This design comes from an exercise in tuning for small area, a short achievable clock period and few clock cycles on the open sky130 flow, not from production work.
In this exercise RTL edits were held to simulation tests only and were not proved equivalent to the original.

## lane 1
## goertzel_filter
module goertzel_filter (
    input  wire        clk,
    input  wire        rst,
    input  wire        in_valid,
    output wire        in_ready,
    input  wire [1:0]  in_op,
    input  wire [31:0] in_data,
    output reg         out_valid,
    output wire [31:0] out_mag,
    output reg         out_nonfinite
);
    localparam OP_SAMPLE = 2'd0;
    localparam OP_BLKEND = 2'd1;
    localparam OP_COEFF  = 2'd2;
    localparam S_IDLE = 4'd0;
    localparam S_MUL  = 4'd1;    
    localparam S_SUB  = 4'd2;    
    localparam S_ADD  = 4'd3;    
    localparam S_B1   = 4'd4;    
    localparam S_B2   = 4'd5;    
    localparam S_B3   = 4'd6;    
    localparam S_B4   = 4'd7;    
    localparam S_B5   = 4'd8;    
    localparam S_B6   = 4'd9;    
    localparam S_CW   = 4'd10;   
    localparam [36:0] ZERO = {3'b001, 34'b0};
    reg  [3:0]  state;
    reg  [36:0] coeff, q1, q2, p;
    reg  [15:0] xf;           
    reg         sq_busy;      
    reg         sq_ld;        
    wire        fresh  = q1[34] & q2[34];
    wire        b6_go  = (state == S_B6) & ~sq_busy;
    assign in_ready = (state == S_IDLE) | (state == S_ADD) | ((state == S_MUL) & fresh) | b6_go;
    wire        accept = in_valid & in_ready;
    wire        c_nan = (in_data[30:23] == 8'hff) && (in_data[22:0] != 0);
    reg  [3:0]  ns;
    always @* begin
        case (state)
            S_MUL:   ns = fresh ? S_IDLE : (q2[34] ? S_ADD : S_SUB);
            S_SUB:   ns = S_ADD;
            S_ADD:   ns = S_IDLE;
            S_B1:    ns = S_B2;
            S_B2:    ns = S_B3;
  ...
clock: 22.0 ns
lec_check: 0
abc_area: 1
cap_margin: 20
core_margin: 2
core_utilization: 55
slew_margin: 20
setup_slack_margin: 9
standard.sh (not shown) runs the stock make flow with config.mk's settings and CLKGATE_MAP_FILE= SYNTH_SCRIPT=/design/flow/synth_recipe.tcl, a recipe that flattens the netlist after the stock synthesis.
==> flow/flow/run.sh <==
#!/bin/bash
set -e
echo "export SETUP_SLACK_MARGIN = 9" >> config.mk
bash standard.sh > standard.log 2>&1
Testbench counts of lane 1, summed over its fixed seeds: cycles 41,534.
[inputs] lane 2 vs lane 1
==> flow/run.sh (new file) <==
#!/bin/bash
# synth_recipe.tcl (not shown) runs the flow's synth.tcl, then flattens the netlist and writes it again
# the make line also repeats each setting of config.mk as NAME=value (left out here)
make -C /OpenROAD-flow-scripts/flow DESIGN_CONFIG=/design/flow/config.mk WORK_HOME=/design/flow/orfs CLKGATE_MAP_FILE= SYNTH_SCRIPT=/design/flow/synth_recipe.tcl finish
-- flow/config.mk --
<<< lane 1, line 11
export CORE_UTILIZATION = 55
export SLEW_MARGIN = 20
export SETUP_SLACK_MARGIN = 9
>>> lane 2, line 11
export CORE_UTILIZATION = 55
export SLEW_MARGIN = 20
removed: flow/flow/run.sh
removed: flow/standard.sh
## What came out
- Final critical-path share of the clock period: lane 2 vs lane 1 up 2.7 points
- Looking at lane 2 and lane 1, the area used by multi-input combinational logic is a wash.
- NOTE: critical path depth in lane 2 exceeds that of lane 1
- Fraction of final layout cells with drive strength greater than 1 across lane 2 and lane 1: no real change.
- [lane 2] wire length on met3 fell 410 µm relative to lane 1


goertzel_filter, a different RTL version from the one above (not shown whole).
Size: about 310 flip-flops, about 46,000 um^2 of cells after synthesis.
Settings: LEC_CHECK=0, ABC_AREA=1, CAP_MARGIN=20, CORE_MARGIN=2, CORE_UTILIZATION=55, SLEW_MARGIN=20, TNS_END_PERCENT=0, SETUP_SLACK_MARGIN=12; clock period 22.0 ns.
==> flow/flow/run.sh <==
#!/bin/bash
set -e
echo "export SETUP_SLACK_MARGIN = 12" >> config.mk
bash standard.sh > standard.log 2>&1
Testbench counts at the start, summed over its fixed seeds: cycles 41,534.
Change:
==> flow/flow/run.sh (replaced) <==
#!/bin/bash
set -e
echo "export SETUP_SLACK_MARGIN = 13" >> config.mk
bash standard.sh > standard.log 2>&1
--- a/flow/config.mk
+++ b/flow/config.mk
@@ -13,2 +13,2 @@
-export TNS_END_PERCENT = 0
-export SETUP_SLACK_MARGIN = 12
+export TNS_END_PERCENT = 5
+export SETUP_SLACK_MARGIN = 13
Effect: Global-route usage came out higher by 0.84 points. Core utilization came out higher by 0.55 points. Count of clock-buffer cells in the layout came out lower by 5. Worst setup slack improves by 270 ps.
Change:
--- a/flow/config.mk
+++ b/flow/config.mk
@@ -11 +11 @@
-export CORE_UTILIZATION = 55
+export CORE_UTILIZATION = 50
Effect: Via count goes down slightly. Global-route usage is lower by 2.1 points. Flip-flop and latch count does not change. Register-to-register slack gets worse by 260 ps. Die area grows by roughly a tenth. Clock-buffer cell count rises by 4. Wire length goes up by a few percent.
Change:
==> flow/flow/run.sh (replaced) <==
#!/bin/bash
set -e
echo "export SETUP_SLACK_MARGIN = 12" >> config.mk
bash standard.sh > standard.log 2>&1
--- a/flow/config.mk
+++ b/flow/config.mk
@@ -11 +11 @@
-export CORE_UTILIZATION = 50
+export CORE_UTILIZATION = 55
@@ -13,2 +13,2 @@
-export TNS_END_PERCENT = 5
-export SETUP_SLACK_MARGIN = 13
+export TNS_END_PERCENT = 10
+export SETUP_SLACK_MARGIN = 12
Effect: Die area falls by 9.0%; routed wire length falls by 2.4%; clock-buffer cell count rises by 1; setup slack is better by 57 ps; cell area rises by 0.63%; final cell count falls by 1.1%; synthesized area is unchanged.

[what the ideal ports hide]
The results above use ideal ports. As a check the final layouts listed here were re-extracted and re-timed, cells and wires unchanged. Step 1: set_driving_cell puts a clkbuf_16 on clk and a buf_2 on each other input, an assumption about the parent block. Step 2 also shifts input and output timing later by t, the mid clock arrival at the registers, as if the neighbouring blocks saw the same clock. Three values: ideal, step 1, step 2; two values: the first two.
| run | t (ns) | slack for setup (ns) | hold slack, ns | worst slew at a driven data input, ns |
|---|---|---|---|---|
| lane 1 | 0.643 | 9.189 / 9.189 / 9.189 | 0.480 / 0.480 / 0.480 | 0.05 |
| lane 2 | 0.644 | 8.598 / 8.598 / 8.598 | 0.481 / 0.481 / 0.481 | 0.05 |
| the first run of note 2 | 0.645 | 11.758 / 11.758 / 11.758 | 0.472 / 0.472 / 0.472 | 0.05 |
| the second run of note 2 | 0.644 | 12.023 / 12.023 / 12.023 | 0.472 / 0.472 / 0.472 | 0.04 |
| the third run of note 2 | 0.655 | 11.768 / 11.768 / 11.768 | 0.478 / 0.478 / 0.478 | 0.04 |
| the fourth run of note 2 | 0.643 | 11.825 / 11.825 / 11.825 | 0.472 / 0.472 / 0.472 | 0.05 |
After both steps every run listed still meets setup and hold.
